Background: an optimization exercise with open tools, aiming at small area, a short achievable clock period and few clock cycles. Do not read the settings as production practice. Only simulation tests tie the RTL to the original design; equivalence was not proved. Power is estimated from default activity; no workload was simulated.

==> flow/design.v <==
module rtp_sr_sender (
    input  wire        clk,
    input  wire        rst,
    input  wire        ev_valid,
    output wire        ev_ready,
    input  wire [1:0]  ev_kind,       
    input  wire        ev_ack,        
    input  wire [31:0] ev_seq,        
    input  wire [31:0] cfg_total,     
    input  wire [4:0]  cfg_window,    
    input  wire [31:0] cfg_rto,       
    input  wire [31:0] cfg_poll,      
    output wire        tx_valid,
    input  wire        tx_ready,
    output wire [31:0] tx_seq,
    output wire        running,
    output wire [31:0] base
);
    reg         run_r;
    reg  [3:0]  lo;           
    reg  [27:0] hb;           
    reg  [31:0] rem;          
    reg  [4:0]  win;          
    reg  [31:0] rnm1;         
    reg  [31:0] xr;           
    reg  [31:0] poll;         
    reg  [31:0] pcnt;         
    reg         big;          
    reg         wchk;         
    reg         wpass;        
    reg  [511:0] tmr;         
    reg  [15:0] acked, e0, pend;
    integer i, j, d;
    wire [27:0] hb1     = hb + 28'd1;
    wire [31:0] rn      = rnm1 + 32'd1;
    wire        rem_big = (rem[31:5] != 27'd0);
    reg  [3:0]  off [0:15];
    reg  [15:0] is_lo, ge_lo, lt_w, lt_r0, lt_r16, last_e;
    always @* begin
        for (i = 0; i < 16; i = i + 1) begin
            off[i]    = 4'(i) - lo;
            is_lo[i]  = (off[i] == 4'd0);
            ge_lo[i]  = (4'(i) >= lo);
            lt_w[i]   = ({1'b0, off[i]} < win);
            lt_r0[i]  = rem_big || ({1'b0, off[i]} < rem[4:0]);
            lt_r16[i] = rem_big || ({1'b1, off[i]} < rem[4:0]);
            last_e[i] = !rem_big && ({1'b0, off[i]} + 5'd1 == rem[4:0]);
        end
    end
    wire [15:0] inwin = lt_w & lt_r0;
    wire [15:0] gacked = acked | is_lo;
    reg  [15:0] run_hi, run_lo, clr;
    always @* begin
        run_hi[0] = gacked[0] | !ge_lo[0];
        run_lo[0] = gacked[0];
        for (i = 1; i < 16; i = i + 1) begin
            run_hi[i] = run_hi[i-1] & (gacked[i] | !ge_lo[i]);
            run_lo[i] = run_lo[i-1] & gacked[i];
        end
        for (i = 0; i < 16; i = i + 1)
            clr[i] = ge_lo[i] ? run_hi[i] : (run_hi[15] & run_lo[i]);
    end
    reg  [15:0] clr_w;
    reg  [3:0]  widx;
    always @* begin
        for (i = 0; i < 16; i = i + 1) begin
            widx     = i[3:0] - win[3:0];
            clr_w[i] = clr[widx];
        end
    end
    reg  [15:0] m_slide;
    always @* begin
        for (i = 0; i < 16; i = i + 1)
            m_slide[i] = clr[i] ? (lt_w[i] && clr_w[i] && lt_r16[i])
                                : ((lt_w[i] || clr_w[i]) && lt_r0[i] && !acked[i] && (!inwin[i] || e0[i]));
    end
    wire        fin_s   = ((clr & last_e) != 16'd0);
    reg  [3:0]  lo_n;
    always @* begin
        lo_n = 4'd0;
        for (i = 0; i < 16; i = i + 1)
            if (clr[(i + 15) % 16] && !clr[i]) lo_n = lo_n | 4'(i);
        if (clr == 16'hffff) lo_n = lo;
    end
    wire [3:0]  s1_lo   = lo_n - lo;
    wire [4:0]  s1      = {(s1_lo == 4'd0), s1_lo};
    wire [31:0] rem_s   = rem - {27'd0, s1};
    wire [15:0] fdec    = 16'd1 << ev_seq[3:0];
    wire        eq_hb   = (ev_seq[31:4] == hb);
    wire        eq_hb1  = (ev_seq[31:4] == hb1);
    wire [15:0] hitmask = {16{ev_ack}} & fdec & inwin & ((ge_lo & {16{eq_hb}}) | (~ge_lo & {16{eq_hb1}}));
    wire        hit_base = ev_ack && eq_hb && (ev_seq[3:0] == lo);
    wire [15:0] m_frame = inwin & ~acked & ~hitmask & e0;
    wire        due     = (pcnt == 32'd1);
    wire [31:0] cmpv = wchk ? rnm1 : xr;
    reg  [15:0] eqc;
    always @* begin
        for (i = 0; i < 16; i = i + 1)
            eqc[i] = (tmr[32*i +: 32] == cmpv);
    end
    wire [15:0] m_tick  = inwin & ~acked & (e0 | eqc);
    wire [15:0] m_wrap  = inwin & ~acked & e0 & ~eqc;
    wire [4:0]  wlen_st = ((cfg_total[31:5] != 27'd0) || (cfg_total[4:0] >= cfg_window)) ? cfg_window : cfg_total[4:0];
    reg  [15:0] m_start;
    always @* begin
        for (i = 0; i < 16; i = i + 1)
            m_start[i] = (i < wlen_st);
    end
    wire [15:0] pend_a  = pend & ge_lo;
    wire [15:0] pend_b  = pend & ~ge_lo;
    wire        any_a   = (pend_a != 16'd0);
    reg  [15:0] tfirst;
    reg  [3:0]  slot_a, slot_b;
    reg         seen_a, seen_b;
    always @* begin
        seen_a = 1'b0;
        seen_b = 1'b0;
        for (i = 0; i < 16; i = i + 1) begin
            tfirst[i] = any_a ? (pend_a[i] && !seen_a) : (pend_b[i] && !seen_b);
            seen_a = seen_a | pend_a[i];
            seen_b = seen_b | pend_b[i];
        end
        slot_a = 4'd0;
        slot_b = 4'd0;
        for (i = 15; i >= 0; i = i - 1) begin
            if (pend_a[i]) slot_a = 4'(i);
            if (pend_b[i]) slot_b = 4'(i);
        end
    end
    wire [3:0]  tslot   = any_a ? slot_a : slot_b;
    assign tx_valid = (pend != 16'd0);
    assign tx_seq   = {any_a ? hb : hb1, tslot};
    wire        take    = tx_valid && tx_ready;
    wire        pend_one = ((pend & (pend - 16'd1)) == 16'd0);
    assign ev_ready = !wchk && ((pend == 16'd0) || (tx_ready && pend_one));
    assign running  = run_r;
    assign base     = {hb, lo};
    wire accept  = ev_valid && ev_ready;
    wire k_frame = (ev_kind == 2'd0);
    wire k_tick  = (ev_kind == 2'd1);
    wire k_start = (ev_kind == 2'd2);
    reg  [15:0] m;
    reg         do_pass;
    always @* begin
        m = 16'd0;
        do_pass = 1'b0;
        if (wchk) begin
            do_pass = wpass;
            m = m_wrap;
        end else if (k_tick) begin
            do_pass = run_r && due && !big;
            m = m_tick;
        end else if (k_start) begin
            do_pass = !run_r && (cfg_total != 32'd0);
            m = m_start;
        end else if (k_frame) begin
            do_pass = run_r && !(hit_base && fin_s);
            m = hit_base ? m_slide : m_frame;
        end
        if (!do_pass) m = 16'd0;
    end
    wire [31:0] stamp = (k_tick && !wchk) ? rn : (k_start && !wchk) ? 32'hffffffff : rnm1;
    always @(posedge clk) begin
        if (rst) begin
            run_r <= 1'b0;
            lo    <= 4'd0;
            hb    <= 28'd0;
            pend  <= 16'd0;
            wchk  <= 1'b0;
        end else begin
            wchk <= 1'b0;
            if (wchk) begin
                e0   <= e0 & ~eqc & ~m;
                pend <= m;
            end else if (accept) begin
                pend <= m;
                if (k_tick) begin
                    rnm1  <= rn;
                    xr    <= xr + 32'd1;
                    e0    <= (e0 | eqc) & ~m;
                    pcnt  <= (run_r && due) ? poll : pcnt - 32'd1;
                    wchk  <= big;
                    wpass <= run_r && due;
                end else if (k_start) begin
                    if (!run_r) begin
                        run_r <= (cfg_total != 32'd0);
                        lo    <= 4'd0;
                        hb    <= 28'd0;
                        rem   <= cfg_total;
                        win   <= cfg_window;
                        rnm1  <= 32'hffffffff;
                        xr    <= ~cfg_rto;
                        poll  <= cfg_poll;
                        pcnt  <= cfg_poll;
                        big   <= cfg_rto[31] || cfg_poll[31];
                        acked <= 16'd0;
                        e0    <= e0 & ~m;
                    end
                end else if (k_frame) begin
                    if (run_r) begin
                        if (hit_base) begin
                            lo    <= lo_n;
                            hb    <= clr[15] ? hb1 : hb;
                            rem   <= rem_s;
                            acked <= acked & ~clr;
                            if (fin_s) run_r <= 1'b0;
                        end else begin
                            acked <= acked | hitmask;
                        end
                        if (do_pass) pcnt <= poll;
                        e0 <= e0 & ~m;
                    end
                end
            end else if (take) begin
                pend <= pend & ~tfirst;
            end
        end
    end
    always @(posedge clk) begin
        if (accept || wchk) begin
            for (j = 0; j < 16; j = j + 1)
                if (m[j]) tmr[32*j +: 32] <= stamp;
        end
    end
endmodule
==> flow/run.sh <==
#!/bin/bash
# synth_recipe.tcl (not shown) runs the flow's synth.tcl, then flattens the netlist and writes it again
# the make line also repeats each setting of config.mk as NAME=value (left out here)
make -C /OpenROAD-flow-scripts/flow DESIGN_CONFIG=/design/flow/config.mk WORK_HOME=/design/flow/orfs CLKGATE_MAP_FILE= SYNTH_SCRIPT=/design/flow/synth_recipe.tcl finish
==> flow/config.mk <==
export PLATFORM = sky130hd
export DESIGN_NAME = rtp_sr_sender
export DESIGN_NICKNAME = rtp_sr_sender
export VERILOG_FILES = /design/flow/design.v
export SDC_FILE = /design/flow/constraint.sdc
export NUM_CORES = 4
export LEC_CHECK = 0
export CAP_MARGIN = 20
export CORE_MARGIN = 2
export CORE_UTILIZATION = 40
export PLACE_DENSITY = 0.6
export SLEW_MARGIN = 20
==> flow/constraint.sdc <==
create_clock -name core_clock -period 10.0 [get_ports {clk}]
set_input_delay 2.0000 -clock core_clock [delete_from_list [all_inputs] [get_ports {clk}]]
set_output_delay 2.0000 -clock core_clock [all_outputs]
set_load 0.01 [all_outputs]
==> summary.txt, run 1 <==
run status no timing/DRC/antenna violations; GR Overflow Total 0; drt first pass iters 6; destination of the worst register-to-register timing path rem[31]; area delta synth->final 16.7%; routing usage on met3 0.0463; H-tree levels 3; cells after synthesis ~4400; cell count of the worst hold path 2; type of the most critical hold path reg2reg; clock root buffer master sky130_fd_sc_hd__clkbuf_16; register-to-register setup slack approximately 660 ps; Max Cap Viol 0; critical path class reg2reg; family of cells with the greatest summed delay on the critical path simple AND/OR/NAND/NOR gates; die outline height about 340 µm; routability cong. 1.03; Starting DRT DRC Count 4457; library cell contributing the largest single delay on the critical path sky130_fd_sc_hd__dfxtp_1; crit path launch type flip-flop; # IOs about 210; startpoint of the most critical setup path lo[0]; cts bufs inserted approximately 80; cell area after placement between 50000 and 60000 µm²; All-Layer GR Usage 0.301; Post-CTS Resized 0; Yosys top cell area share 0.462; count of hold buffers inserted by post-cts repair 0; Setup crit end kind flip-flop; Async S/R FF share, synth 0; peak ir drop on the vdd network around 0.16 mV; layout cells sized above 1 0.0871; Die Span X around 340 µm; Placed Cells ~6100; capture endpoint of the worst hold path wchk; syn_nets around 4700; count of state elements after synthesis about 760; delay of the slowest critical-path stage between 700 and 800 ps; initial core utilization 0.404; total standard cell area after synthesis approximately 46000 µm²; die area ~120000 µm²; final routed wirelength across all metal layers approximately 180000 µm; Relative slew margins 0.212; via density per instance just over 6; DPL Wire Length around 130000 µm; Layout fillers 10600; Max Clock Freq ~0.11 GHz; maximum fanout along the worst path 26; Worst Reg2Reg Path Length in Cells 27; Yosys Warn Count 2; global-route met2 utilization 0.489; Slew Limit Fails 0; number of global-route vias before repair roughly 35000; Via Count around 38000; non-filler instance count after layout about 6200; sequential-to-total area share from yosys stat 0.484; most used flip-flop cell after synthesis sky130_fd_sc_hd__edfxtp_1; Critical Path RT a little over 10000 ps; launch instance of the worst min-delay path big; worst slack, placed roughly 900 ps; remaining antenna violation count after routing 0; area of the core about 110000 µm²; wire length of the first global-routing pass around 260000 µm; leakage power total ~17 nW; final layout net count between 4000 and 5000; worst-skew pair later-pin latency 680 ps; Data arrival, critical path between 9000 and 10000 ps; setup repair after global routing missed its margin no; Crit path buffers/inverters 2; post-synth top area cell sky130_fd_sc_hd__edfxtp_1; met1 Usage GRT 0.406; Worst path most repeated cell sky130_fd_sc_hd__o21ai_0; buffers added on ports slightly above 200; Reg2Reg Launch Point lo[0]; number of buffers added for setup after CTS 0; number of flops mapped to enable cells by yosys between 700 and 800; worst setup skew after layout 49.4 ps; average cell area after synthesis roughly 10 µm²; Finish-stage setup viols 0; routed len/inst 29.2 µm; Synth area leaders sky130_fd_sc_hd__edfxtp_1 46%, sky130_fd_sc_hd__xnor2_1 12%, sky130_fd_sc_hd__ha_1 3.1%, sky130_fd_sc_hd__nand2_1 2.9%, sky130_fd_sc_hd__a21oi_1 2.6%; number of buffers between clock root and the deepest sink 3; ratio of final minimum period to clock period 0.934; transition time of the tightest slew-check pin 1170 ps; final setup slack of the worst path between 600 and 700 ps; Final min period slightly above 9000 ps; total power density per cell area roughly 140 nW/µm²; number of hold violations in the final report 0; antenna violations before repair 4; number of distinct standard cells referenced by the synthesized netlist 101; TritonCTS clock tree built; register clock-pin slew on the reported worst setup and hold paths approximately 80 ps; global-route layer with the greatest usage met2; maximum number of pins on one net before global-route repair 77; number of design rule violations left after detail routing 0; final std cell area, no fill ~54000 µm²; setup_tns 0 ps; count of clock tree sinks about 760; Placement Rows between 100 and 150; Total Power 0.00779 W
[cells by family after synthesis]
family,Yosys count,share of synthesized area
AOI/OAI and AO/OA,896,0.125
xor gates and xnor gates,744,0.143
adders and majority gates,119,0.0324
buffers and inverters,318,0.0268
DFF,761,0.484
muxes,129,0.0291
and+or+nand+nor,1455,0.160
[layout make-up]
type,count,area (µm²),share of cell area
multi-input combinational,3343,23300,0.433
sequential,761,22400,0.415
timing repair buffer,363,3280,0.0608
clock buffer,109,2170,0.0404
tap,1512,1890,0.0351
clock inverter,42,520,0.00966
inverter,91,342,0.00634
antenna,2,5.00,0.0000929
[metal layers]
metal	vias to the layer above	part of all wire
li1	16900	-
met1	18900	0.41
met2	1895	0.47
met3	320	0.082
met4	0	0.041
met5	-	0
[through the flow]
stage | utilization | hold WS [ps]
final | 0.471 | 547
after global routing | 0.471 | 567
after CTS | 0.471 | 546
after detailed placement | 0.447 | 504
after global placement | 0.447 | 515
after floorplan | - | 493
[synth_stat cells (all sizes together), types with 13 or more instances]
master,count
or4,25
nor2,316
o22ai,24
and2,27
nand2,360
dfxtp,50
nor4,190
a21oi,244
a2111oi,15
or3,42
a22oi,13
nand3b,18
nor2b,35
clkbuf,193
o211ai,30
o21ai,234
inv,85
o31ai,27
a21o,34
and3,50
edfxtp,711
buf,34
and4,18
nor3,106
nand4,72
nand3,103
mux2i,114
ha,113
xor2,101
a221oi,18
nand2b,38
or2,17
a31oi,43
a211oi,31
o21a,24
xnor2,641
[report_power, final]
group	internal, W	total [W]	switching [W]	leakage, nW
Combinational	0.000351	0.00100	0.000648	8.97
Sequential	0.00359	0.00366	0.0000635	6.73
Clock	0.00178	0.00314	0.00136	1.29
[worst register-to-register path: stages, from the launching register on]
cell,delay (ps)
sky130_fd_sc_hd__dfxtp_1,760
sky130_fd_sc_hd__inv_1,270
sky130_fd_sc_hd__ha_1,370
sky130_fd_sc_hd__nand2b_1,330
sky130_fd_sc_hd__a21o_1,340
sky130_fd_sc_hd__o311ai_1,280
sky130_fd_sc_hd__nand4_1,510
sky130_fd_sc_hd__nor4_4,540
sky130_fd_sc_hd__buf_12,240
sky130_fd_sc_hd__a21o_1,340
sky130_fd_sc_hd__nor2_1,120
sky130_fd_sc_hd__a2111oi_0,410
sky130_fd_sc_hd__nand3_1,250
sky130_fd_sc_hd__o21ai_0,220
sky130_fd_sc_hd__ha_1,250
sky130_fd_sc_hd__fa_1,480
sky130_fd_sc_hd__ha_1,300
sky130_fd_sc_hd__nor2b_1,130
sky130_fd_sc_hd__o21ai_0,270
sky130_fd_sc_hd__a21boi_0,180
sky130_fd_sc_hd__o21ai_0,260
sky130_fd_sc_hd__or3b_2,530
sky130_fd_sc_hd__nor4_1,530
sky130_fd_sc_hd__nand3b_1,220
sky130_fd_sc_hd__nor3_1,510
sky130_fd_sc_hd__nand3_1,170
sky130_fd_sc_hd__xor2_1,160
sky130_fd_sc_hd__o21ai_0,90
[registers in the layout, indices dropped and copies added (netlist names), 4 cells and up]
register,cells
tmr,512
pcnt,32
poll,32
rem,32
rnm1,32
xr,32
hb,28
acked,16
e0,16
pend,16
win,5
lo,4
[worst max path at each step]
stage / end / slack, ps / depth (start not counted)
6_report: rem[31] / 660 / 27
5_1_grt: rem[31] / 70 / 26
4_1_cts: rem[31] / 890 / 26
3_5_place_dp: rem[31] / 920 / 26
3_3_place_gp: rem[31] / 730 / 27
2_1_floorplan: rem[31] / 2040 / 29
[cell usage in the layout (no fill, tap or decap), types with 82 or more instances in the layout]
| cell | netlist | routed |
|---|---|---|
| sky130_fd_sc_hd__inv_1 | 82 | 82 |
| sky130_fd_sc_hd__clkdlybuf4s50_1 | 0 | 205 |
| sky130_fd_sc_hd__xor2_1 | 100 | 100 |
| sky130_fd_sc_hd__o21ai_0 | 230 | 218 |
| sky130_fd_sc_hd__nor4_1 | 186 | 186 |
| sky130_fd_sc_hd__nor2_1 | 316 | 306 |
| sky130_fd_sc_hd__clkbuf_16 | 0 | 83 |
| sky130_fd_sc_hd__nand3_1 | 103 | 103 |
| sky130_fd_sc_hd__mux2i_1 | 114 | 82 |
| sky130_fd_sc_hd__nand2_1 | 360 | 360 |
| sky130_fd_sc_hd__nor3_1 | 105 | 102 |
| sky130_fd_sc_hd__edfxtp_1 | 711 | 711 |
| sky130_fd_sc_hd__a21oi_1 | 243 | 234 |
| sky130_fd_sc_hd__xnor2_1 | 640 | 640 |
| sky130_fd_sc_hd__ha_1 | 113 | 111 |
| sky130_fd_sc_hd__buf_4 | 2 | 154 |
Testbench counts, summed over its fixed seeds: cycles 12,213.
==> run 2, diff against run 1 <==
--- a/flow/design.v
+++ b/flow/design.v
@@ -33,20 +33,29 @@
     integer i, j, d;
     wire [27:0] hb1     = hb + 28'd1;
     wire [31:0] rn      = rnm1 + 32'd1;
+    function [15:0] below;            
+        input [5:0] x;
+        integer k;
+        begin
+            for (k = 0; k < 16; k = k + 1)
+                below[k] = (k < x);
+        end
+    endfunction
+    function [15:0] offs_below;       
+        input [15:0] gelo;
+        input [5:0]  e;               
+        begin
+            offs_below = (gelo & below(e)) | below((e >= 6'd16) ? e - 6'd16 : 6'd0);
+        end
+    endfunction
     wire        rem_big = (rem[31:5] != 27'd0);
-    reg  [3:0]  off [0:15];
-    reg  [15:0] is_lo, ge_lo, lt_w, lt_r0, lt_r16, last_e;
-    always @* begin
-        for (i = 0; i < 16; i = i + 1) begin
-            off[i]    = 4'(i) - lo;
-            is_lo[i]  = (off[i] == 4'd0);
-            ge_lo[i]  = (4'(i) >= lo);
-            lt_w[i]   = ({1'b0, off[i]} < win);
-            lt_r0[i]  = rem_big || ({1'b0, off[i]} < rem[4:0]);
-            lt_r16[i] = rem_big || ({1'b1, off[i]} < rem[4:0]);
-            last_e[i] = !rem_big && ({1'b0, off[i]} + 5'd1 == rem[4:0]);
-        end
-    end
+    wire [4:0]  rem5    = rem[4:0];
+    wire [4:0]  rem16   = (rem5 > 5'd16) ? rem5 - 5'd16 : 5'd0;
+    wire [15:0] ge_lo   = ~below({2'b0, lo});
+    wire [15:0] is_lo   = 16'd1 << lo;
+    wire [15:0] lt_w    = offs_below(ge_lo, {2'b0, lo} + {1'b0, win});
+    wire [15:0] lt_r0   = rem_big ? 16'hffff : offs_below(ge_lo, {2'b0, lo} + {1'b0, rem5});
+    wire [15:0] lt_r16  = rem_big ? 16'hffff : offs_below(ge_lo, {2'b0, lo} + {1'b0, rem16});
     wire [15:0] inwin = lt_w & lt_r0;
     wire [15:0] gacked = acked | is_lo;
     reg  [15:0] run_hi, run_lo, clr;
@@ -60,21 +69,17 @@
         for (i = 0; i < 16; i = i + 1)
             clr[i] = ge_lo[i] ? run_hi[i] : (run_hi[15] & run_lo[i]);
     end
-    reg  [15:0] clr_w;
-    reg  [3:0]  widx;
-    always @* begin
-        for (i = 0; i < 16; i = i + 1) begin
-            widx     = i[3:0] - win[3:0];
-            clr_w[i] = clr[widx];
-        end
-    end
+    wire [15:0] clr_r1  = win[0] ? {clr[14:0], clr[15]} : clr;
+    wire [15:0] clr_r2  = win[1] ? {clr_r1[13:0], clr_r1[15:14]} : clr_r1;
+    wire [15:0] clr_r4  = win[2] ? {clr_r2[11:0], clr_r2[15:12]} : clr_r2;
+    wire [15:0] clr_w   = win[3] ? {clr_r4[7:0], clr_r4[15:8]} : clr_r4;
     reg  [15:0] m_slide;
     always @* begin
         for (i = 0; i < 16; i = i + 1)
             m_slide[i] = clr[i] ? (lt_w[i] && clr_w[i] && lt_r16[i])
                                 : ((lt_w[i] || clr_w[i]) && lt_r0[i] && !acked[i] && (!inwin[i] || e0[i]));
     end
-    wire        fin_s   = ((clr & last_e) != 16'd0);
+    wire        fin_s   = !rem_big && (rem5 <= 5'd16) && ((lt_r0 & ~clr) == 16'd0);
     reg  [3:0]  lo_n;
     always @* begin
         lo_n = 4'd0;
@@ -84,7 +89,9 @@
     end
     wire [3:0]  s1_lo   = lo_n - lo;
     wire [4:0]  s1      = {(s1_lo == 4'd0), s1_lo};
-    wire [31:0] rem_s   = rem - {27'd0, s1};
+    wire [5:0]  rem_sl  = {1'b0, rem5} - {1'b0, s1};
+    wire [26:0] rem_hd  = rem[31:5] - 27'd1;
+    wire [31:0] rem_s   = {rem_sl[5] ? rem_hd : rem[31:5], rem_sl[4:0]};
     wire [15:0] fdec    = 16'd1 << ev_seq[3:0];
     wire        eq_hb   = (ev_seq[31:4] == hb);
     wire        eq_hb1  = (ev_seq[31:4] == hb1);
@@ -151,10 +158,10 @@
             do_pass = run_r && due && !big;
             m = m_tick;
         end else if (k_start) begin
-            do_pass = !run_r && (cfg_total != 32'd0);
+            do_pass = !run_r;
             m = m_start;
         end else if (k_frame) begin
-            do_pass = run_r && !(hit_base && fin_s);
+            do_pass = run_r;
             m = hit_base ? m_slide : m_frame;
         end
         if (!do_pass) m = 16'd0;
@@ -207,7 +214,7 @@
                         end else begin
                             acked <= acked | hitmask;
                         end
-                        if (do_pass) pcnt <= poll;
+                        pcnt <= poll;
                         e0 <= e0 & ~m;
                     end
                 end
--- a/flow/config.mk
+++ b/flow/config.mk
@@ -5,8 +5,10 @@
 export SDC_FILE = /design/flow/constraint.sdc
 export NUM_CORES = 4
 export LEC_CHECK = 0
+export ABC_AREA = 1
 export CAP_MARGIN = 20
 export CORE_MARGIN = 2
 export CORE_UTILIZATION = 40
 export PLACE_DENSITY = 0.6
+export SETUP_SLACK_MARGIN = 4
 export SLEW_MARGIN = 20
==> summary.txt, run 2 <==
run status no timing/DRC/antenna violations; die outline height 334 µm; non-filler instance count after layout roughly 6500; total power density per cell area around 160 nW/µm²; Slew Limit Fails 0; Setup crit end kind flip-flop; number of hold violations in the final report 0; Max Clock Freq between 0.15 and 0.2 GHz; commonest non-fill, non-tap cell in the layout sky130_fd_sc_hd__nand2_1; count of clock tree sinks around 760; leakage power total 18.7 nW; cell with the most instances after synthesis sky130_fd_sc_hd__nand2_1; count of hold buffers inserted by post-cts repair 0; cells after synthesis roughly 4700; worst-skew pair later-pin latency 670 ps; peak ir drop on the vdd network roughly 0.16 mV; number of global-route vias before repair 34600; TritonCTS clock tree built; Async S/R FF share, synth 0; commonest cells after routing, fill and taps aside 740 x sky130_fd_sc_hd__nand2_1, 711 x sky130_fd_sc_hd__edfxtp_1, 458 x sky130_fd_sc_hd__nor2_1; Placed Cells ~6300; number of design rule violations left after detail routing 0; via density per instance ~5.8; All-Layer GR Usage 0.287; Yosys Warn Count 1; layout cells sized above 1 0.0936; final routed wirelength across all metal layers about 170000 µm; worst hold slack 512 ps; maximum number of pins on one net before global-route repair 97; Finish-stage setup viols 0; average cell area after synthesis roughly 9.3 µm²; sequential-to-total area share from yosys stat 0.513; most used flip-flop cell after synthesis sky130_fd_sc_hd__edfxtp_1; number of distinct standard cells referenced by the synthesized netlist 70; crit path launch type flip-flop; routability cong. between 1 and 1.5; Data arrival, critical path approximately 6400 ps; worst setup skew after layout 41.8 ps; wire length of the first global-routing pass 236000 µm; Worst path most repeated cell sky130_fd_sc_hd__nand2_1; die area 112000 µm²; top register by number of flip-flops tmr; Layout fillers between 10000 and 15000; Yosys top cell area share 0.490; clock root buffer master sky130_fd_sc_hd__clkbuf_16; Final min period approximately 6000 ps; register clock-pin slew on the reported worst setup and hold paths around 60 ps; Via Count ~37000; setup repair after global routing missed its margin yes; total standard cell area after synthesis about 44000 µm²; Placement Rows about 120; count of state elements after synthesis around 760; drt first pass iters 6; initial core utilization 0.402; critical path class reg2reg; number of buffers between clock root and the deepest sink 3; area of the core approximately 110000 µm²; antenna violations before repair 9; GR Overflow Total 0; # IOs 207; number of flops mapped to enable cells by yosys about 710; transition time of the tightest slew-check pin 1140 ps; Total Power roughly 0.0080 W; ratio of final minimum period to clock period 0.602; number of flip-flops in the largest register 512; routed len/inst approximately 26 µm; buffers added on ports 206; Relative slew margins 0.233; H-tree levels 3; syn_nets approximately 4900; top post-synthesis cells by count 752 x sky130_fd_sc_hd__nand2_1, 711 x sky130_fd_sc_hd__edfxtp_1, 469 x sky130_fd_sc_hd__nor2_1; Die Span X roughly 330 µm; type of the most critical hold path reg2reg; cts bufs inserted 83; setup_tns 0 ps; final setup slack of the worst path a little under 4000 ps; post-synth top area cell sky130_fd_sc_hd__edfxtp_1; final layout net count between 5000 and 6000; DPL Wire Length between 100000 and 150000 µm; Max Cap Viol 0; delay of the slowest critical-path stage 490 ps; maximum fanout along the worst path 13; worst slack, placed 3190 ps; Critical Path RT just over 10000 ps; area delta synth->final 17.2%; Synth area leaders sky130_fd_sc_hd__edfxtp_1 49%, sky130_fd_sc_hd__nand2_1 6.5%, sky130_fd_sc_hd__xor2_1 6.1%, sky130_fd_sc_hd__xnor2_1 5.3%, sky130_fd_sc_hd__o21ai_0 4.1%; Starting DRT DRC Count just over 4000; remaining antenna violation count after routing 0; library cell contributing the largest single delay on the critical path sky130_fd_sc_hd__fa_2
==> run 2: changes by cell type in the layout (fill, tap and decap cells not counted), moves of 58 or more <==
cell	previous run	this run
sky130_fd_sc_hd__xor2_1	100	301
sky130_fd_sc_hd__o21ai_0	218	308
sky130_fd_sc_hd__a21oi_1	234	149
sky130_fd_sc_hd__nand4_1	72	130
sky130_fd_sc_hd__xnor2_1	640	263
sky130_fd_sc_hd__ha_1	111	31
sky130_fd_sc_hd__inv_1	82	451
sky130_fd_sc_hd__nand3_1	103	244
sky130_fd_sc_hd__nor4_1	186	81
sky130_fd_sc_hd__mux2i_1	82	3
sky130_fd_sc_hd__nor2_1	306	458
sky130_fd_sc_hd__nand2_1	360	740
==> run 2: final cells by class <==
type	instances	area [µm²]	area share
clock buffers	99	2180	0.0426
clock inverters	46	548	0.0107
flip-flops and latches	761	22400	0.438
well taps	1414	1770	0.0346
repair buffers	349	3260	0.0638
inverters	483	1830	0.0359
multi-input cells	3296	19100	0.374
diodes	4	10.0	0.000196
==> run 2: timing repair <==
item                                    in CTS  in global routing
setup buffers                               14                 14
cloned                                       3                  0
endpoints found under the setup margin     168                602
pin swaps                                    6                 12
gates resized for setup                     44                 56
==> run 2: worst paths after layout <==
kind / endpoint / startpoint / slack, ps / cells past startpoint
worst max-delay path: rem[25] / lo[2] / 3980 / 34
worst min-delay path: wchk / big / 510 / 2
worst max register to register: rem[25] / lo[2] / 3980 / 34
worst min register to register: wchk / big / 510 / 2
==> run 2: logic make-up (layout without fill, tap and decap cells) <==
| family | after synthesis | in the layout | synth area share |
|---|---|---|---|
| fa+ha+maj | 40 | 40 | 0.0123 |
| xor+xnor | 566 | 566 | 0.114 |
| mux | 3 | 3 | 0.000689 |
| buf+inv | 648 | 977 | 0.0577 |
| other cells | 0 | 4 | 0 |
| flops | 761 | 761 | 0.513 |
| simple gates | 1896 | 1896 | 0.196 |
| compound gates | 791 | 791 | 0.107 |
==> run 2: critical path, delay by kind of cell, from the launching register on <==
kind	cells	cell delay, ps
DFF	1	360
adders and majority gates	3	1040
buffers and inverters	9	1320
AOI/OAI and AO/OA	6	770
and+or+nand+nor	16	2250
==> run 2: metrics by stage <==
stage | area [µm²] | util
floorplan | 43600 | -
detailed placement | 47800 | 0.441
CTS | 50800 | 0.469
global route | 51100 | 0.471
finish | 51100 | 0.471
global placement | 47800 | 0.441
==> run 2: power by group <==
group	switching, W	internal (W)
clock	0.00133	0.00180
sequential	0.0000556	0.00362
combinational	0.000827	0.000362
==> run 2: metal layers <==
metal,vias up,share of wire,global-route usage
met5,-,0.00031,0
met4,8,0.054,0.141
met3,419,0.078,0.0453
met2,1775,0.47,0.472
met1,18000,0.40,0.370
li1,16900,-,-
Testbench counts of run 2, summed over its fixed seeds: cycles 12,213.
==> run 3, diff against run 2 <==
--- a/flow/config.mk
+++ b/flow/config.mk
@@ -5,7 +5,6 @@
 export SDC_FILE = /design/flow/constraint.sdc
 export NUM_CORES = 4
 export LEC_CHECK = 0
-export ABC_AREA = 1
 export CAP_MARGIN = 20
 export CORE_MARGIN = 2
 export CORE_UTILIZATION = 40
==> summary.txt, run 3 <==
run status no timing/DRC/antenna violations; leakage power total around 17 nW; register clock-pin slew on the reported worst setup and hold paths 60 ps; family of cells with the greatest summed delay on the critical path simple AND/OR/NAND/NOR gates; top post-synthesis cells by count 711 x sky130_fd_sc_hd__edfxtp_1, 611 x sky130_fd_sc_hd__xnor2_1, 320 x sky130_fd_sc_hd__nand2_1; delay of the slowest critical-path stage ~500 ps; wire length of the first global-routing pass between 200000 and 300000 µm; number of flip-flops in the largest register slightly above 500; via density per instance between 6 and 7; die outline height 339 µm; commonest cells after routing, fill and taps aside 711 x sky130_fd_sc_hd__edfxtp_1, 611 x sky130_fd_sc_hd__xnor2_1, 313 x sky130_fd_sc_hd__nand2_1; type of the most critical hold path reg2reg; sequential-to-total area share from yosys stat 0.499; routability cong. approximately 1.1; count of state elements after synthesis 761; Max Cap Viol 0; number of distinct standard cells referenced by the synthesized netlist 110; number of global-route vias before repair 35200; Synth area leaders sky130_fd_sc_hd__edfxtp_1 48%, sky130_fd_sc_hd__xnor2_1 12%, sky130_fd_sc_hd__nand2_1 2.7%, sky130_fd_sc_hd__a21oi_1 2.7%, sky130_fd_sc_hd__o21ai_0 2.7%; Critical Path RT 8000 ps; post-synth top area cell sky130_fd_sc_hd__edfxtp_1; number of hold violations in the final report 0; layout cells sized above 1 0.124; number of design rule violations left after detail routing 0; Async S/R FF share, synth 0; initial core utilization 0.404; buffers added on ports a little over 200; Slew Limit Fails 0; worst-skew pair later-pin latency 680 ps; total power density per cell area 150 nW/µm²; Crit path buffers/inverters 4; All-Layer GR Usage 0.300; final std cell area, no fill about 54000 µm²; average cell area after synthesis 10.6 µm²; drt first pass iters 7; routed len/inst 29.5 µm; most used flip-flop cell after synthesis sky130_fd_sc_hd__edfxtp_1; cell with the most instances after synthesis sky130_fd_sc_hd__edfxtp_1; Die Span X 339 µm; cell breakdown of the critical path buf_12 -> nand4_1 -> buf_6 -> a21oi_1 -> o21ai_2 -> or4_1 -> buf_8 -> or3_4 -> or3b_4 -> o21ai_4 -> dlygate4sd2_1; maximum number of pins on one net before global-route repair 72; ratio of final minimum period to clock period 0.617; count of hold buffers inserted by post-cts repair 0; area delta synth->final 19.6%; library cell contributing the largest single delay on the critical path sky130_fd_sc_hd__or3b_4; Final min period between 6000 and 7000 ps; Setup crit end kind output pin; transition time of the tightest slew-check pin 1240 ps; commonest non-fill, non-tap cell in the layout sky130_fd_sc_hd__edfxtp_1; Total Power approximately 0.0080 W; Starting DRT DRC Count about 4900; top register by number of flip-flops tmr; number of buffers between clock root and the deepest sink 3; Max Clock Freq around 0.16 GHz; TritonCTS clock tree built; DPL Wire Length 116000 µm; worst hold slack slightly below 500 ps; setup repair after global routing missed its margin yes; critical path class reg2out; worst setup skew after layout 45.4 ps; cts bufs inserted 83; final layout net count 4689; crit path launch type flip-flop; final routed wirelength across all metal layers around 180000 µm; peak ir drop on the vdd network between 0.15 and 0.2 mV; count of clock tree sinks 761; die area between 100000 and 150000 µm²; antenna violations before repair 11; H-tree levels 3; Data arrival, critical path roughly 4200 ps; Via Count roughly 38000; Layout fillers approximately 10000; GR Overflow Total 0; Yosys Warn Count 1; area of the core about 110000 µm²; cell area after placement 49400 µm²; setup_tns 0 ps; Relative slew margins 0.162; maximum fanout along the worst path 32; Yosys top cell area share 0.476; Placement Rows between 100 and 150; clock root buffer master sky130_fd_sc_hd__clkbuf_16; core occupancy in the finished layout 0.483; # IOs 207; syn_nets 4427; total standard cell area after synthesis approximately 45000 µm²; number of flops mapped to enable cells by yosys approximately 710; cells after synthesis ~4200; remaining antenna violation count after routing 0; Finish-stage setup viols 0
run 3: cell count changes after synthesis, sizes merged, moves of 126 or more:
| cell | previous run | this run |
|---|---|---|
| nand2 | 755 | 321 |
| inv | 475 | 73 |
| xnor2 | 263 | 611 |
| xor2 | 303 | 84 |
| nor2 | 477 | 286 |
| o21ai | 398 | 247 |
| nand3 | 249 | 123 |
run 3: area by class of cell:
cell class | count | area, µm² | share of cell area
flip-flops and latches | 761 | 22400 | 0.417
multi-input cells | 3158 | 22300 | 0.416
repair buffers | 428 | 3980 | 0.0743
clock buffers | 106 | 2190 | 0.0409
well taps | 1488 | 1860 | 0.0347
clock inverters | 46 | 584 | 0.0109
inverters | 76 | 302 | 0.00562
diodes | 6 | 15.0 | 0.000280
repair inverters | 1 | 7.51 | 0.000140
run 3: final timing paths:
path,from,endpoint,slack (ps),cells after the start
hold reg to reg,big,wchk,500,1
setup / recovery,lo[2],tx_seq[3],3830,11
hold / removal,big,wchk,500,1
setup reg to reg,lo[3],rem[9],3940,23
run 3: metal layers:
layer	track usage	wire, µm
met5	0	12
met4	0.140	10400
met3	0.0643	18700
met2	0.483	81800
met1	0.387	68000
run 3: kinds of logic after synthesis:
logic type               synth area share
AO/OA/AOI/OAI                       0.132
XOR/XNOR                            0.136
adder cells (fa/ha/maj)            0.0151
buffers and inverters              0.0310
flip-flops                          0.499
multiplexers                       0.0316
AND/OR/NAND/NOR                     0.156
run 3: what timing repair did:
action	4_1_cts	5_1_grt
gates cloned	4	1
pin swaps	18	29
endpoints found under the setup margin	445	511
gates resized for setup	78	71
buffers inserted	49	45
run 3: power by group:
| group | switching (W) | internal (W) | leakage [nW] |
|---|---|---|---|
| combinational | 0.000731 | 0.000406 | 8.86 |
| clock | 0.00135 | 0.00183 | 1.34 |
| sequential | 0.0000886 | 0.00364 | 6.73 |
| total | 0.00217 | 0.00587 | 16.9 |
run 3: metrics by stage:
step / cells / setup slack [ps]
finish: 6070 / 3830
global route: 6068 / 3780
CTS: 6017 / 3760
detailed placement: 5812 / 2630
global placement: 5809 / 2790
floorplan: 4247 / 4000
==> run 4, diff against run 3 <==
--- a/flow/design.v
+++ b/flow/design.v
@@ -20,6 +20,7 @@
     reg  [3:0]  lo;           
     reg  [27:0] hb;           
     reg  [31:0] rem;          
+    reg         rem_big;      
     reg  [4:0]  win;          
     reg  [31:0] rnm1;         
     reg  [31:0] xr;           
@@ -48,7 +49,6 @@
             offs_below = (gelo & below(e)) | below((e >= 6'd16) ? e - 6'd16 : 6'd0);
         end
     endfunction
-    wire        rem_big = (rem[31:5] != 27'd0);
     wire [4:0]  rem5    = rem[4:0];
     wire [4:0]  rem16   = (rem5 > 5'd16) ? rem5 - 5'd16 : 5'd0;
     wire [15:0] ge_lo   = ~below({2'b0, lo});
@@ -92,6 +92,7 @@
     wire [5:0]  rem_sl  = {1'b0, rem5} - {1'b0, s1};
     wire [26:0] rem_hd  = rem[31:5] - 27'd1;
     wire [31:0] rem_s   = {rem_sl[5] ? rem_hd : rem[31:5], rem_sl[4:0]};
+    wire        rem_big_s = rem_sl[5] ? (rem[31:6] != 26'd0) : rem_big;
     wire [15:0] fdec    = 16'd1 << ev_seq[3:0];
     wire        eq_hb   = (ev_seq[31:4] == hb);
     wire        eq_hb1  = (ev_seq[31:4] == hb1);
@@ -194,6 +195,7 @@
                         lo    <= 4'd0;
                         hb    <= 28'd0;
                         rem   <= cfg_total;
+                        rem_big <= (cfg_total[31:5] != 27'd0);
                         win   <= cfg_window;
                         rnm1  <= 32'hffffffff;
                         xr    <= ~cfg_rto;
@@ -209,6 +211,7 @@
                             lo    <= lo_n;
                             hb    <= clr[15] ? hb1 : hb;
                             rem   <= rem_s;
+                            rem_big <= rem_big_s;
                             acked <= acked & ~clr;
                             if (fin_s) run_r <= 1'b0;
                         end else begin
--- a/flow/config.mk
+++ b/flow/config.mk
@@ -5,9 +5,10 @@
 export SDC_FILE = /design/flow/constraint.sdc
 export NUM_CORES = 4
 export LEC_CHECK = 0
+export ABC_AREA = 1
 export CAP_MARGIN = 20
 export CORE_MARGIN = 2
 export CORE_UTILIZATION = 40
 export PLACE_DENSITY = 0.6
-export SETUP_SLACK_MARGIN = 4
+export SETUP_SLACK_MARGIN = 5
 export SLEW_MARGIN = 20
==> summary.txt, run 4 <==
run status no timing/DRC/antenna violations; number of global-route vias before repair around 36000; register clock-pin slew on the reported worst setup and hold paths 60 ps; Finish-stage setup viols 0; number of flip-flops in the largest register between 500 and 600; total power density per cell area ~160 nW/µm²; Critical Path RT about 10000 ps; delay of the slowest critical-path stage around 460 ps; Relative slew margins 0.209; remaining antenna violation count after routing 0; Setup crit end kind flip-flop; number of flops mapped to enable cells by yosys roughly 710; Placed Cells roughly 6200; ratio of final minimum period to clock period 0.556; die area around 110000 µm²; transition time of the tightest slew-check pin around 1200 ps; setup_tns 0 ps; worst hold slack between 500 and 600 ps; startpoint of the most critical setup path lo[1]; All-Layer GR Usage 0.289; Max Cap Viol 0; routability cong. approximately 1.1; antenna violations before repair 2; Final min period 5560 ps; maximum fanout along the worst path 9; GR Overflow Total 0; peak ir drop on the vdd network roughly 0.16 mV; number of distinct standard cells referenced by the synthesized netlist between 70 and 80; non-filler instance count after layout between 6000 and 7000; register cell area after layout about 22000 µm²; Starting DRT DRC Count about 4400; TritonCTS clock tree built; Data arrival, critical path around 5900 ps; DPL Wire Length approximately 110000 µm; commonest non-fill, non-tap cell in the layout sky130_fd_sc_hd__edfxtp_1; area of the core between 100000 and 150000 µm²; wire length of the first global-routing pass 240000 µm; sequential-to-total area share from yosys stat 0.512; number of design rule violations left after detail routing 0; cells after synthesis approximately 4700; crit path launch type flip-flop; final routed wirelength across all metal layers 168000 µm; count of clock tree sinks around 760; core occupancy in the finished layout 0.515; buffers added on ports about 200; Via Count between 30000 and 40000; most used flip-flop cell after synthesis sky130_fd_sc_hd__edfxtp_1; launch instance of the worst min-delay path pend[0]; number of hold violations in the final report 0; Placement Rows 121; top register by number of flip-flops tmr; drt first pass iters 8; Async S/R FF share, synth 0; count of state elements after synthesis ~760; routed len/inst between 20 and 30 µm; Crit path buffers/inverters 9; library cell contributing the largest single delay on the critical path sky130_fd_sc_hd__fa_2; total area of multi-input combinational cells ~21000 µm²; Layout fillers ~9800; die outline height approximately 330 µm; via density per instance ~5.7; final layout net count between 5000 and 6000; Slew Limit Fails 0; Synth area leaders sky130_fd_sc_hd__edfxtp_1 49%, sky130_fd_sc_hd__xnor2_1 6.4%, sky130_fd_sc_hd__nand2_1 6.2%, sky130_fd_sc_hd__xor2_1 5.4%, sky130_fd_sc_hd__nor2_1 4.2%; initial core utilization 0.402; family of cells with the greatest summed delay on the critical path simple AND/OR/NAND/NOR gates; average cell area after synthesis between 9 and 10 µm²; # IOs just over 200; worst setup skew after layout 38.7 ps; Die Span X about 330 µm; setup repair after global routing missed its margin yes; maximum number of pins on one net before global-route repair between 70 and 80; syn_nets between 4000 and 5000; critical path class reg2reg; Max Clock Freq about 0.18 GHz; total standard cell area after synthesis about 44000 µm²; Yosys top cell area share 0.489; final std cell area, no fill roughly 56000 µm²; Yosys Warn Count 1; number of buffers between clock root and the deepest sink 3; cts bufs inserted 85; Reg2Reg Launch Point lo[1]; commonest cells after routing, fill and taps aside 712 x sky130_fd_sc_hd__edfxtp_1, 636 x sky130_fd_sc_hd__nand2_1, 429 x sky130_fd_sc_hd__nor2_1; Worst path most repeated cell sky130_fd_sc_hd__nor2_4; cell with the most instances after synthesis sky130_fd_sc_hd__nand2_1; leakage power total about 20 nW; top post-synthesis cells by count 717 x sky130_fd_sc_hd__nand2_1, 712 x sky130_fd_sc_hd__edfxtp_1, 484 x sky130_fd_sc_hd__nor2_1; clock root buffer master sky130_fd_sc_hd__clkbuf_16; type of the most critical hold path reg2reg; area delta synth->final 28.0%; H-tree levels 3; layout cells sized above 1 0.206; cell area after placement approximately 48000 µm²; worst-skew pair later-pin latency just under 700 ps; post-synth top area cell sky130_fd_sc_hd__edfxtp_1
run 4: what timing repair did:
item / in CTS / in global routing
hold buffers: 0 / 0
setup endpoints to repair: 1240 / 675
gates resized for setup: 453 / 357
pin swaps: 65 / 86
buffers inserted: 203 / 84
gates cloned: 25 / 9
run 4: power by group:
group,switching [W],internal [W]
Clock,0.00134,0.00175
Combinational,0.00125,0.000806
Sequential,0.0000727,0.00366
run 4: worst paths after layout:
path | endpoint | slack [ps] | depth (start not counted)
worst max-delay path | rem[8] | 4440 | 33
worst min-delay path | pend[0] | 530 | 2
worst max register to register | rem[8] | 4440 | 33
worst min register to register | pend[0] | 530 | 2
run 4: logic make-up after synthesis:
kind of cell,share of synthesized area
AOI/OAI and AO/OA,0.101
xor gates and xnor gates,0.118
adders and majority gates,0.0125
buffers and inverters,0.0564
DFF,0.512
muxes,0.000773
and+or+nand+nor,0.199
run 4: metal layers:
layer	track usage	part of all wire	up-vias
li1	-	-	17400
met1	0.380	0.41	18600
met2	0.478	0.47	1773
met3	0.0407	0.074	397
met4	0.123	0.049	2
met5	0	0.000065	-
run 4: worst register-to-register path, delay by kind of cell, from the launching register on:
family / cells / cell delay (ps)
and+or+nand+nor: 14 / 2050
AOI/OAI and AO/OA: 7 / 830
buffers and inverters: 9 / 1020
adders and majority gates: 3 / 930
DFF: 1 / 420
run 4: area by class of cell:
class / count / area share
Timing Repair inverter: 17 / 0.00228
Multi-Input combinational cell: 3302 / 0.380
Tap cell: 1414 / 0.0316
Antenna cell: 1 / 0.0000447
Inverter: 469 / 0.0348
Timing Repair Buffer: 581 / 0.102
Clock buffer: 110 / 0.0400
Sequential cell: 762 / 0.400
Clock inverter: 40 / 0.00814
run 4: metrics by stage:
step / power, W / worst slack, ps
after global routing: 0.00916 / 4280
after floorplan: 0.00461 / 4520
after detailed placement: 0.00520 / 2760
after CTS: 0.00874 / 4640
final: 0.00888 / 4440
after global placement: 0.00519 / 2870
Testbench counts of run 4, summed over its fixed seeds: cycles 12,213.
==> run 5, diff against run 4 <==
--- a/flow/config.mk
+++ b/flow/config.mk
@@ -10,5 +10,6 @@
 export CORE_MARGIN = 2
 export CORE_UTILIZATION = 40
 export PLACE_DENSITY = 0.6
-export SETUP_SLACK_MARGIN = 5
+export SETUP_SLACK_MARGIN = 4.5
 export SLEW_MARGIN = 20
+export TNS_END_PERCENT = 10
==> summary.txt, run 5 <==
run status no timing/DRC/antenna violations; # IOs about 210; Crit path buffers/inverters 7; Clock power frac 0.367; maximum fanout along the worst path 32; Final min period 5500 ps; via density per instance approximately 5.7; number of buffers between clock root and the deepest sink 3; register clock-pin slew on the reported worst setup and hold paths 70 ps; Switching Share 0.298; number of flops mapped to enable cells by yosys approximately 710; Total Power around 0.0086 W; cell with the most instances after synthesis sky130_fd_sc_hd__nand2_1; DPL Wire Length between 100000 and 150000 µm; Starting DRT DRC Count roughly 3900; Yosys Warn Count 1; Int Power 0.00606 W; initial core utilization 0.402; cells after synthesis around 4700; commonest cells after routing, fill and taps aside 712 x sky130_fd_sc_hd__edfxtp_1, 687 x sky130_fd_sc_hd__nand2_1, 454 x sky130_fd_sc_hd__nor2_1; maximum number of pins on one net before global-route repair 80; Relative slew margins 0.199; routability cong. around 1.0; Max Cap Viol 0; remaining antenna violation count after routing 0; Yosys top cell area share 0.489; wire length of the first global-routing pass 238000 µm; TritonCTS clock tree built; cts bufs inserted 85; antenna violations before repair 5; number of hold violations in the final report 0; Finish-stage setup viols 0; Placement Rows approximately 120; final setup slack of the worst path 4500 ps; worst-skew pair later-pin latency approximately 690 ps; Net Switching roughly 0.0026 W; Via Count approximately 37000; buffers added on ports ~200; Die Span X between 300 and 400 µm; ratio of final minimum period to clock period 0.550; Data arrival, critical path 5840 ps; die area 112000 µm²; setup_tns 0 ps; die outline height 335 µm; number of design rule violations left after detail routing 0; crit path launch type flip-flop; number of distinct standard cells referenced by the synthesized netlist 75; family of cells with the greatest summed delay on the critical path simple AND/OR/NAND/NOR gates; count of clock tree sinks roughly 760; library cell contributing the largest single delay on the critical path sky130_fd_sc_hd__fa_1; sequential-to-total area share from yosys stat 0.512; routed len/inst 25.2 µm; setup repair after global routing missed its margin yes; leakage power total 19.2 nW; worst setup skew after layout roughly 53 ps; area of the core roughly 110000 µm²; delay of the slowest critical-path stage around 400 ps; average cell area after synthesis between 9 and 10 µm²; Setup crit end kind flip-flop; final routed wirelength across all metal layers 165000 µm; Max Clock Freq about 0.18 GHz; top register by number of flip-flops tmr; total power density per cell area 163 nW/µm²; syn_nets between 4000 and 5000; All-Layer GR Usage 0.286; most used flip-flop cell after synthesis sky130_fd_sc_hd__edfxtp_1; total standard cell area after synthesis ~44000 µm²; Worst path most repeated cell sky130_fd_sc_hd__inv_1; clock root buffer master sky130_fd_sc_hd__clkbuf_16; count of state elements after synthesis around 760; type of the most critical hold path reg2reg; count of hold buffers inserted by post-cts repair 0; Async S/R FF share, synth 0; cell area after placement 47900 µm²; transition time of the tightest slew-check pin 1200 ps; post-synth top area cell sky130_fd_sc_hd__edfxtp_1; drt first pass iters 7; peak ir drop on the vdd network approximately 0.16 mV; final std cell area, no fill approximately 53000 µm²; worst hold slack roughly 500 ps; H-tree levels 3; Critical Path RT a little over 10000 ps; number of global-route vias before repair about 36000; commonest non-fill, non-tap cell in the layout sky130_fd_sc_hd__edfxtp_1; power share of the combinational group 0.200; Synth area leaders sky130_fd_sc_hd__edfxtp_1 49%, sky130_fd_sc_hd__xnor2_1 6.4%, sky130_fd_sc_hd__nand2_1 6.2%, sky130_fd_sc_hd__xor2_1 5.4%, sky130_fd_sc_hd__nor2_1 4.2%; part of the total power dissipated in sequential elements 0.433; critical path class reg2reg; GR Overflow Total 0; number of flip-flops in the largest register just over 500; area delta synth->final 20.9%; top post-synthesis cells by count 717 x sky130_fd_sc_hd__nand2_1, 712 x sky130_fd_sc_hd__edfxtp_1, 484 x sky130_fd_sc_hd__nor2_1; layout cells sized above 1 0.139; worst slack, placed around 2900 ps; final layout net count 5253; Slew Limit Fails 0
-- run 5: worst paths after layout --
path            start        to  slack [ps]  cells after the start
max             lo[0]   tmr[19]        4500                     25
max reg2reg     lo[0]   tmr[19]        4500                     25
min          pend[11]  pend[11]         500                      2
min reg2reg  pend[11]  pend[11]         500                      2
-- run 5: layout make-up --
type                    count  area [µm²]
well taps                1414        1770
repair inverters            2        15.0
clock buffers              95        2170
repair buffers            450        4160
multi-input cells        3303       19900
flip-flops and latches    762       22400
fillers                 10200       55800
inverters                 469        1840
clock inverters            59         624
diodes                      2        5.00
-- run 5: layer usage --
| metal | up-vias | wire (µm) | GRT usage |
|---|---|---|---|
| met3 | 364 | 10100 | 0.0357 |
| met1 | 18300 | 68500 | 0.377 |
| met2 | 1476 | 78200 | 0.477 |
| li1 | 17100 | - | - |
| met4 | 2 | 8280 | 0.123 |
| met5 | - | 13 | 0 |
-- run 5: cells by family after synthesis --
kind of cell / Yosys count / share of synthesized area
adders and majority gates: 41 / 0.0125
xor gates and xnor gates: 591 / 0.118
and+or+nand+nor: 1912 / 0.199
muxes: 3 / 0.000773
AOI/OAI and AO/OA: 751 / 0.101
DFF: 762 / 0.512
buffers and inverters: 633 / 0.0564
-- run 5: worst reg2reg max path: cells and delay by family, from the launching register on --
family | cells | cell delay, ps
AND/OR/NAND/NOR | 10 | 1970
buffers and inverters | 7 | 1100
AO/OA/AOI/OAI | 5 | 880
adder cells (fa/ha/maj) | 2 | 630
flip-flops | 1 | 390
XOR/XNOR | 1 | 180
-- run 5: metrics by stage --
step,cells,utilization
4_1_cts,6493,0.477
5_1_grt,6555,0.486
6_report,6556,0.486
3_3_place_gp,6241,0.440
2_1_floorplan,4693,-
3_5_place_dp,6243,0.440
-- run 5: timing repair --
item,4_1_cts,5_1_grt
setup buffers,87,59
endpoints found under the setup margin,808,817
cloned,9,1
endpoints found under the hold margin,0,0
pin swaps,44,58
gates resized for setup,159,154
-- run 5: power groups by stage --
stage	Clock [W]	Sequential, W	Combinational, W
after floorplan	0	0.00378	0.000824
after global placement	0	0.00380	0.00140
after detailed placement	0	0.00380	0.00140
after CTS	0.00322	0.00373	0.00161
after global routing	0.00334	0.00374	0.00184
final	0.00317	0.00373	0.00173
==> run 6, diff against run 5 <==
--- a/flow/config.mk
+++ b/flow/config.mk
@@ -8,8 +8,8 @@
 export ABC_AREA = 1
 export CAP_MARGIN = 20
 export CORE_MARGIN = 2
-export CORE_UTILIZATION = 40
-export PLACE_DENSITY = 0.6
-export SETUP_SLACK_MARGIN = 4.5
+export CORE_UTILIZATION = 55
+export PLACE_DENSITY = 0.7
+export SETUP_SLACK_MARGIN = 5
 export SLEW_MARGIN = 20
 export TNS_END_PERCENT = 10
==> summary.txt, run 6 <==
run status no timing/DRC/antenna violations; met3 WL post-DR 15000 µm; Max Cap Viol 0; via density per instance around 6; layout cells sized above 1 0.147; routability cong. roughly 1.1; setup_tns 0 ps; commonest non-fill, non-tap cell in the layout sky130_fd_sc_hd__edfxtp_1; drt first pass iters 8; crit path launch type flip-flop; worst setup skew after layout ~64 ps; peak ir drop on the vdd network 0.182 mV; Net Switching roughly 0.0025 W; routed len/inst about 26 µm; number of flip-flops in the largest register a little over 500; Data arrival, critical path around 3400 ps; CP Capture Point tx_seq[27]; ratio of final minimum period to clock period 0.539; register-to-register setup slack roughly 4600 ps; wire length of the first global-routing pass approximately 230000 µm; power share of the combinational group 0.212; maximum number of pins on one net before global-route repair 77; DPL Wire Length roughly 110000 µm; final layout net count about 5300; delay of the slowest critical-path stage between 400 and 500 ps; Yosys top cell area share 0.489; cells after synthesis 4693; number of hold violations in the final report 0; worst-skew pair later-pin latency around 670 ps; cell with the most instances after synthesis sky130_fd_sc_hd__nand2_1; Top Metal Used met5; number of distinct standard cells referenced by the synthesized netlist 75; count of state elements after synthesis around 760; total power density per cell area between 150 and 200 nW/µm²; die outline height 286 µm; commonest cells after routing, fill and taps aside 712 x sky130_fd_sc_hd__edfxtp_1, 678 x sky130_fd_sc_hd__nand2_1, 450 x sky130_fd_sc_hd__nor2_1; count of clock tree sinks 762; remaining antenna violation count after routing 0; Die Span X approximately 290 µm; initial core utilization 0.554; clock root buffer master sky130_fd_sc_hd__clkbuf_16; # IOs 207; H-tree levels 3; die area approximately 82000 µm²; worst hold slack 503 ps; cts bufs inserted 82; antenna violations before repair 6; top post-synthesis cells by count 717 x sky130_fd_sc_hd__nand2_1, 712 x sky130_fd_sc_hd__edfxtp_1, 484 x sky130_fd_sc_hd__nor2_1; total standard cell area after synthesis approximately 44000 µm²; Setup crit end kind output pin; critical path class reg2out; routed length on met2 between 70000 and 80000 µm; maximum fanout along the worst path 9; syn_nets around 4900; count of hold buffers inserted by post-cts repair 0; Final min period around 5400 ps; setup repair after global routing missed its margin yes; area of the core slightly below 80000 µm²; sequential-to-total area share from yosys stat 0.512; Async S/R FF share, synth 0; GR Overflow Total 0; All-Layer GR Usage 0.380; launch instance of the worst min-delay path pend[11]; destination of the worst register-to-register timing path pend[4]; leakage power total ~19 nW; average cell area after synthesis slightly above 9 µm²; most used flip-flop cell after synthesis sky130_fd_sc_hd__edfxtp_1; Switching Share 0.291; Relative slew margins 0.171; Worst Reg2Reg Path Length in Cells 37; number of design rule violations left after detail routing 0; met1 wire length between 60000 and 70000 µm; final routed wirelength across all metal layers 159000 µm; area delta synth->final 20.8%; cell breakdown of the critical path nand2_4 -> nor2_4 -> inv_1 -> nand2_1 -> inv_1 -> nor2_1 -> nand2_1 -> nor2_2 -> inv_1 -> nor2_4 -> buf_6 -> clkinvlp_4 -> buf_4 -> nand2_1 -> o21ai_0 -> clkdlybuf4s15_2; final setup slack of the worst path between 4000 and 5000 ps; library cell contributing the largest single delay on the critical path sky130_fd_sc_hd__dfxtp_4; Max Clock Freq ~0.19 GHz; number of global-route vias before repair between 30000 and 40000; Slew Limit Fails 0; Finish-stage setup viols 0; Starting DRT DRC Count about 4700; Synth area leaders sky130_fd_sc_hd__edfxtp_1 49%, sky130_fd_sc_hd__xnor2_1 6.4%, sky130_fd_sc_hd__nand2_1 6.2%, sky130_fd_sc_hd__xor2_1 5.4%, sky130_fd_sc_hd__nor2_1 4.2%; Yosys Warn Count 1; Critical Path RT approximately 8000 ps; startpoint of the most critical setup path lo[2]; post-synth top area cell sky130_fd_sc_hd__edfxtp_1; Int Power roughly 0.006 W; number of buffers between clock root and the deepest sink 3; transition time of the tightest slew-check pin 1240 ps; buffers added on ports 206; register clock-pin slew on the reported worst setup and hold paths about 60 ps; top register by number of flip-flops tmr; Placement Rows roughly 100; type of the most critical hold path reg2reg; Via Count around 38000; part of the total power dissipated in sequential elements 0.433; number of flops mapped to enable cells by yosys 712; worst slack, placed around 2700 ps; TritonCTS clock tree built; Reg2Reg Launch Point lo[2]; Clock power frac 0.356
==> run 6: cell counts after synthesis <==
No cell type changed its count.
==> run 6: cell type report <==
class                           count  area [µm²]
Fill cell                        6404       26000
Sequential cell                   762       22400
Multi-Input combinational cell   3298       20000
Timing Repair Buffer              480        4530
Clock buffer                      102        2150
Inverter                          469        1840
Tap cell                         1050        1310
Clock inverter                     46         532
Timing Repair inverter              4        27.5
Antenna cell                        3        7.51
==> run 6: metrics by stage <==
stage               instance area, µm²  power, W   util  instances
floorplan                        43800   0.00461      -       4693
global placement                 47400   0.00515  0.601       5872
detailed placement               47400   0.00517  0.601       5873
CTS                              52000   0.00856  0.660       6170
global route                     52800   0.00887  0.670       6212
finish                           52800   0.00863  0.670       6214
==> run 6: worst min-delay path by stage <==
stage,cells after the start,slack (ps),to
after floorplan,2,460,pend[11]
after global placement,2,480,pend[11]
after detailed placement,2,500,pend[11]
after CTS,2,510,pend[11]
after global routing,2,540,pend[0]
final,2,500,pend[11]
==> run 6: per-layer routing <==
metal  vias to the layer above  track usage
met5                         -            0
met4                         4        0.185
met3                       474       0.0650
met2                      2191        0.619
met1                     18400        0.493
li1                      17100            -
==> run 6: logic make-up (layout without fill, tap and decap cells) <==
logic type | Yosys count | in the layout | synth area share
buf+inv | 633 | 1101 | 0.0564
flops | 762 | 762 | 0.512
fa+ha+maj | 41 | 41 | 0.0125
compound gates | 751 | 751 | 0.101
xor+xnor | 591 | 591 | 0.118
mux | 3 | 3 | 0.000773
simple gates | 1912 | 1912 | 0.199
other cells | 0 | 3 | 0
==> run 6: worst max-delay path: cells and delay by family (launching register included) <==
kind | cells | cell delay, ps
AOI/OAI and AO/OA | 1 | 80
buffers and inverters | 7 | 1060
DFF | 1 | 470
and+or+nand+nor | 8 | 1110
==> run 6: timing repair <==
action / CTS / global route
gates cloned: 8 / 2
endpoints found under the setup margin: 1075 / 950
hold endpoints to repair: 0 / 0
gates resized for setup: 294 / 96
setup buffers: 141 / 38
pin swaps: 55 / 38
==> run 6: power by group through the flow <==
| stage | clock (W) | combinational, W | sequential (W) |
|---|---|---|---|
| detailed placement | 0 | 0.00137 | 0.00380 |
| finish | 0.00307 | 0.00183 | 0.00374 |
| CTS | 0.00308 | 0.00175 | 0.00373 |
| global placement | 0 | 0.00136 | 0.00380 |
| global route | 0.00320 | 0.00192 | 0.00374 |
| floorplan | 0 | 0.000825 | 0.00378 |
==> run 7, diff against run 6 <==
--- a/flow/config.mk
+++ b/flow/config.mk
@@ -8,8 +8,8 @@
 export ABC_AREA = 1
 export CAP_MARGIN = 20
 export CORE_MARGIN = 2
-export CORE_UTILIZATION = 55
-export PLACE_DENSITY = 0.7
+export CORE_UTILIZATION = 65
+export PLACE_DENSITY = 0.8
 export SETUP_SLACK_MARGIN = 5
 export SLEW_MARGIN = 20
 export TNS_END_PERCENT = 10
==> summary.txt, run 7 <==
number of distinct standard cells referenced by the synthesized netlist 75; kind of the worst endpoint register data pin; DPL Wire Length roughly 120000 µm; post-synth top area cell sky130_fd_sc_hd__edfxtp_1; # IOs slightly above 200; number of buffers between clock root and the deepest sink 3; count of hold buffers inserted by post-cts repair 0; syn_nets roughly 5000; Synth area leaders sky130_fd_sc_hd__edfxtp_1 49%, sky130_fd_sc_hd__xnor2_1 6.4%, sky130_fd_sc_hd__nand2_1 6.2%, sky130_fd_sc_hd__xor2_1 5.4%, sky130_fd_sc_hd__nor2_1 4.2%; maximum number of pins on one net before global-route repair 86; Yosys top cell area share 0.489; number of flops mapped to enable cells by yosys 712; die outline height between 200 and 300 µm; routability cong. about 1.1; buffers added on ports 206; top post-synthesis cells by count 717 x sky130_fd_sc_hd__nand2_1, 712 x sky130_fd_sc_hd__edfxtp_1, 484 x sky130_fd_sc_hd__nor2_1; All-Layer GR Usage 0.755; initial core utilization 0.653; clock root buffer master sky130_fd_sc_hd__clkbuf_16; GR Overflow Total 193; count of clock tree sinks 762; Die Span X 263 µm; Placement Rows 95; average cell area after synthesis just over 9 µm²; sequential-to-total area share from yosys stat 0.512; cells after synthesis approximately 4700; count of state elements after synthesis about 760; run status stopped before the end; H-tree levels 3; last stage reached global routing; stop err [ERROR GRT-0232] Routing congestion too high. Check the congestion heatmap in the GUI.; cell with the most instances after synthesis sky130_fd_sc_hd__nand2_1; Async S/R FF share, synth 0; most used flip-flop cell after synthesis sky130_fd_sc_hd__edfxtp_1; Yosys Warn Count 1; cts bufs inserted a little under 80; total standard cell area after synthesis between 40000 and 50000 µm²; last worst endpoint in the global-route repair_timing rem[30]$_DFFE_PP_/DE
-- run 7: cell counts after synthesis --
No cell type changed its count.
-- run 7: logic make-up after synthesis --
kind of cell    synth area share
flops                      0.512
buf+inv                   0.0564
mux                     0.000773
simple gates               0.199
compound gates             0.101
xor+xnor                   0.118
fa+ha+maj                 0.0125
-- run 7: worst max path at each step --
stage,slack [ps],to
4_1_cts,4580,rem[29]
3_5_place_dp,2950,tmr[374]
3_3_place_gp,3010,tmr[30]
2_1_floorplan,4520,rem[10]
-- run 7: through the flow --
stage / worst slack, ps / area [µm²] / cells / total power (W) / utilization
after CTS: 4580 / 51000 / 5928 / 0.00839 / 0.762
after detailed placement: 2950 / 47100 / 5699 / 0.00519 / 0.704
after global placement: 3010 / 47100 / 5698 / 0.00513 / 0.704
after floorplan: 4520 / 43800 / 4693 / 0.00461 / -
-- run 7: power by group through the flow --
stage | clock network [W] | logic, W | registers [W]
4_1_cts | 0.00304 | 0.00161 | 0.00375
3_5_place_dp | 0 | 0.00138 | 0.00380
3_3_place_gp | 0 | 0.00133 | 0.00379
2_1_floorplan | 0 | 0.000825 | 0.00378
-- run 7: per-layer routing --
| layer | GRT usage | overflow |
|---|---|---|
| met5 | 0.320 | 2 |
| met4 | 0.724 | 84 |
| met3 | 0.589 | 7 |
| met2 | 0.924 | 93 |
| met1 | 0.770 | 7 |
-- run 7: what timing repair did --
action / CTS
pin swaps: 38
setup buffers: 80
cloned: 9
resized for setup: 196
endpoints found under the setup margin: 957

==> what the ideal ports hide <==
The flow's constraints put no driver on any port. The routed layouts listed below were extracted and timed again, unchanged, in two steps. Step 1 sets driving cells, clkbuf_16 on the clock port and buf_2 on the other inputs (assumed; they add their load-dependent delay and slew). Step 2 times the ports against the registers' clock, not the clock port: input delays grow and output delays shrink by t, the midpoint of the rising clock arrivals with the driver on. a / b / c = ideal / step 1 / step 2; a / b = the first two.
run	shift t [ns]	slack for setup (ns)	worst register clock-pin slew, ns	pins driven straight from the clock port
run 1	0.724	0.658 / 0.658 / 0.658	0.08 / 0.08	1
run 2	0.714	3.979 / 3.979 / 3.507	0.07 / 0.07	1
run 3	0.730	3.833 / 3.760 / 3.440	0.07 / 0.07	1
run 4	0.730	4.443 / 4.443 / 4.264	0.07 / 0.07	1
run 5	0.733	4.502 / 4.465 / 3.853	0.07 / 0.07	1
run 6	0.710	4.614 / 4.543 / 4.071	0.07 / 0.07	1
After both steps setup and hold are still met in every run listed. The setup slack of run 5, which loses most, moves by -0.037 ns with the drivers and by -0.649 ns with both steps.
